What follows belongs to an exercise in optimizing a design on an open flow for small area, a short achievable clock period and few clock cycles; a production flow would make more cautious choices. Function was checked by simulation only, so behaviour that the tests miss may differ from the original.

## rot_geom
module rot_geom (
    input  wire        clk,
    input  wire        rst,         
    input  wire        start,
    input  wire        op,          
    input  wire [15:0] w,
    input  wire [15:0] h,
    input  wire [15:0] sin_q,       
    input  wire [15:0] cos_q,       
    output wire        busy,
    output wire        done,
    output wire [7:0]  errcode,
    output wire [31:0] res_a,       
    output wire [31:0] res_b        
);
==> flow/config.mk <==
export PLATFORM = sky130hd
export DESIGN_NAME = rot_geom
export DESIGN_NICKNAME = rot_geom
export VERILOG_FILES = /design/flow/design.v
export SDC_FILE = /design/flow/constraint.sdc
export NUM_CORES = 4
export LEC_CHECK = 0
export CAP_MARGIN = 40
export CORE_MARGIN = 2
export CORE_UTILIZATION = 40
export PLACE_DENSITY = 0.6
export SLEW_MARGIN = 30
==> flow/constraint.sdc <==
create_clock -name core_clock -period 13.0 [get_ports {clk}]
set_input_delay 2.6000 -clock core_clock [delete_from_list [all_inputs] [get_ports {clk}]]
set_output_delay 2.6000 -clock core_clock [all_outputs]
set_load 0.01 [all_outputs]
standard.sh (not shown) runs the stock make flow with config.mk's settings and CLKGATE_MAP_FILE= SYNTH_SCRIPT=/design/flow/synth_recipe.tcl, a recipe that flattens the netlist after the stock synthesis.
==> flow/flow/run.sh <==
#!/bin/bash
# The standard layout, with
#  - repair_timing aiming at a shorter period than the clock (setup margin),
#    repairing only the worst endpoints so that the area stays small;
set -o pipefail
bash standard.sh SETUP_SLACK_MARGIN=9.3 TNS_END_PERCENT=10 \
    "BUFFER_PORTS_ARGS=-buffer_cell sky130_fd_sc_hd__buf_4" finish > std_flow.log 2>&1
Testbench counts at the start, summed over its fixed seeds: cycles 26,260.
==> next run, changes <==
--- a/flow/design.v
+++ b/flow/design.v
@@ -733,23 +733,24 @@
     assign X = (ms + mc) ^ {34{s2_inv}};
     wire        xneg = X[33];
     wire [30:0] xmag = X[30:0] ^ {31{xneg}};      
     wire wr_qa  = s2_v && (s2_ds == DS_QA  || s2_ds == DS_QAS);
     wire wr_qb  = s2_v && (s2_ds == DS_QB  || s2_ds == DS_QBS);
     wire wr_ra  = s2_v && (s2_ds == DS_RA);
     wire wr_rb  = s2_v && (s2_ds == DS_RB);
     wire wr_d   = s2_v && (s2_ds == DS_D);
     wire [31:0] qa_v = (s2_ds == DS_QAS) ? {14'd0, X[32:15]} : X[31:0];
     wire [31:0] qb_v = (s2_ds == DS_QBS) ? {14'd0, X[32:15]} : X[31:0];
     wire amb_thin = X[33] || (X[32:0] == 33'd0);    
-    wire        e_le0    = X[33] || (X == 34'd0);
+    wire [34:0] e_chk    = {ms, 1'b1} + {mc, 1'b1};
+    wire        e_le0    = !e_chk[34];
     wire        thin_now = ceqs || e_le0;
     wire        irect_mac = (st == ST_MAC) && op_q;
     wire        thin_ld0  = irect_mac && (ph == 4'd3) && thin_now;
     wire        thin_ld   = irect_mac && ((ph == 4'd3) || (ph == 4'd10 && thin2));
     wire [15:0] dA_thin = wge ? s_q : c_q;
     wire [15:0] dB_thin = wge ? c_q : s_q;
     function [4:0] bitlen31;
         input [30:0] x;
         reg [31:0] v;
         reg [15:0] a2;  reg [31:0] p2;      
         reg [7:0]  a4;  reg [15:0] p4;      
What happened:
- fmax decreases by 2.2%
- final cell count decreases by about 1.6%
- clock skew increases by 0.019 ns
- die area decreases by 0.83%
- synthesized cell count decreases by 1.9%
- design area decreases by 0.48%
- worst setup slack degrades by 0.090 ns
- wire length decreases by 2.6%
- global-route usage decreases by 0.64 points
- first-iteration DRC count increases by about 1.5%
- via count decreases by 2.1%
Testbench counts after the change, summed over its fixed seeds: cycles 26,260.

* * *

Another version of the RTL of rot_geom (not shown whole).
For scale: ~6300 cells after synthesis, about 500 flip-flops, ~140 I/O pins.
export LEC_CHECK = 0
export CAP_MARGIN = 40
export CORE_MARGIN = 2
export CORE_UTILIZATION = 40
export PLACE_DENSITY = 0.6
export SLEW_MARGIN = 30
create_clock -name core_clock -period 13.0 [get_ports {clk}]
Scripts as last shown in full above: flow/flow/run.sh
Testbench counts at the start, summed over its fixed seeds: cycles 20,186.
==> next run, changes <==
--- a/flow/design.v
+++ b/flow/design.v
@@ -763,19 +763,20 @@
     wire [30:0] xmag = X[30:0] ^ {31{xneg}};      
     wire wr_qa  = s2_v && (s2_ds == DS_QA  || s2_ds == DS_QAS);
     wire wr_qb  = s2_v && (s2_ds == DS_QB  || s2_ds == DS_QBS);
     wire wr_ra  = s2_v && (s2_ds == DS_RA);
     wire wr_rb  = s2_v && (s2_ds == DS_RB);
     wire wr_d   = s2_v && (s2_ds == DS_D);
     wire [31:0] qa_v = (s2_ds == DS_QAS) ? {14'd0, X[32:15]} : X[31:0];
     wire [31:0] qb_v = (s2_ds == DS_QBS) ? {14'd0, X[32:15]} : X[31:0];
     wire amb_thin = X[33] || (X[32:0] == 33'd0);    
-    wire        e_le0    = X[33] || (X == 34'd0);
+    wire [34:0] e_chk    = {ms, 1'b1} + {mc, 1'b1};
+    wire        e_le0    = !e_chk[34];
     wire        thin_now = ceqs || e_le0;
     wire        irect_mac = (st == ST_MAC) && op_q;
     wire        thin_ld0  = irect_mac && (ph == 4'd3) && thin_now;
     wire        thin_ld   = irect_mac && ((ph == 4'd3) || (ph == 4'd10 && thin2));
     wire [15:0] dA_thin = wge ? s_q : c_q;
     wire [15:0] dB_thin = wge ? c_q : s_q;
     function [4:0] bitlen31;
         input [30:0] x;
         reg [31:0] v;
Result:
- The new run produced a clean layout
- wire length went up by 11%
- via count is higher by 4.2%
- maximum frequency rises by 11%
- global-route usage grows by 2.9 points
- hold slack is better by 0.0095 ns
- design area rises by 2.5%
Testbench counts after the change, summed over its fixed seeds: cycles 20,186.

[separate check: timing with driven ports]
The flow's constraints put no driver on any port. The routed layouts listed below were extracted and timed again, unchanged, in two steps.
Step 1: set_driving_cell puts a clkbuf_16 on clk and a buf_2 on each other input, an assumption about the parent block.
Step 2 times the ports against the registers' clock, not the clock port: input delays grow and output delays shrink by t, the midpoint of the rising clock arrivals with the driver on.
a / b / c = ideal / step 1 / step 2; a / b = the first two.
run	t (ns)	setup WS [ns]	clock arrival spread, ns
the first run of note 1	0.746	8.931 / 8.864 / 8.292	0.051 / 0.051
the second run of note 1	0.711	8.841 / 8.841 / 8.266	0.071 / 0.072
the first run of note 2	0.748	8.599 / 8.598 / 8.006	0.039 / 0.038
the second run of note 2	0.801	9.021 / 8.944 / 8.364	0.075 / 0.075
After both steps every run listed still meets setup and hold. For the second run of note 2, which loses most, drivers alone change the setup slack by -0.077 ns; drivers and shift together by -0.657 ns.
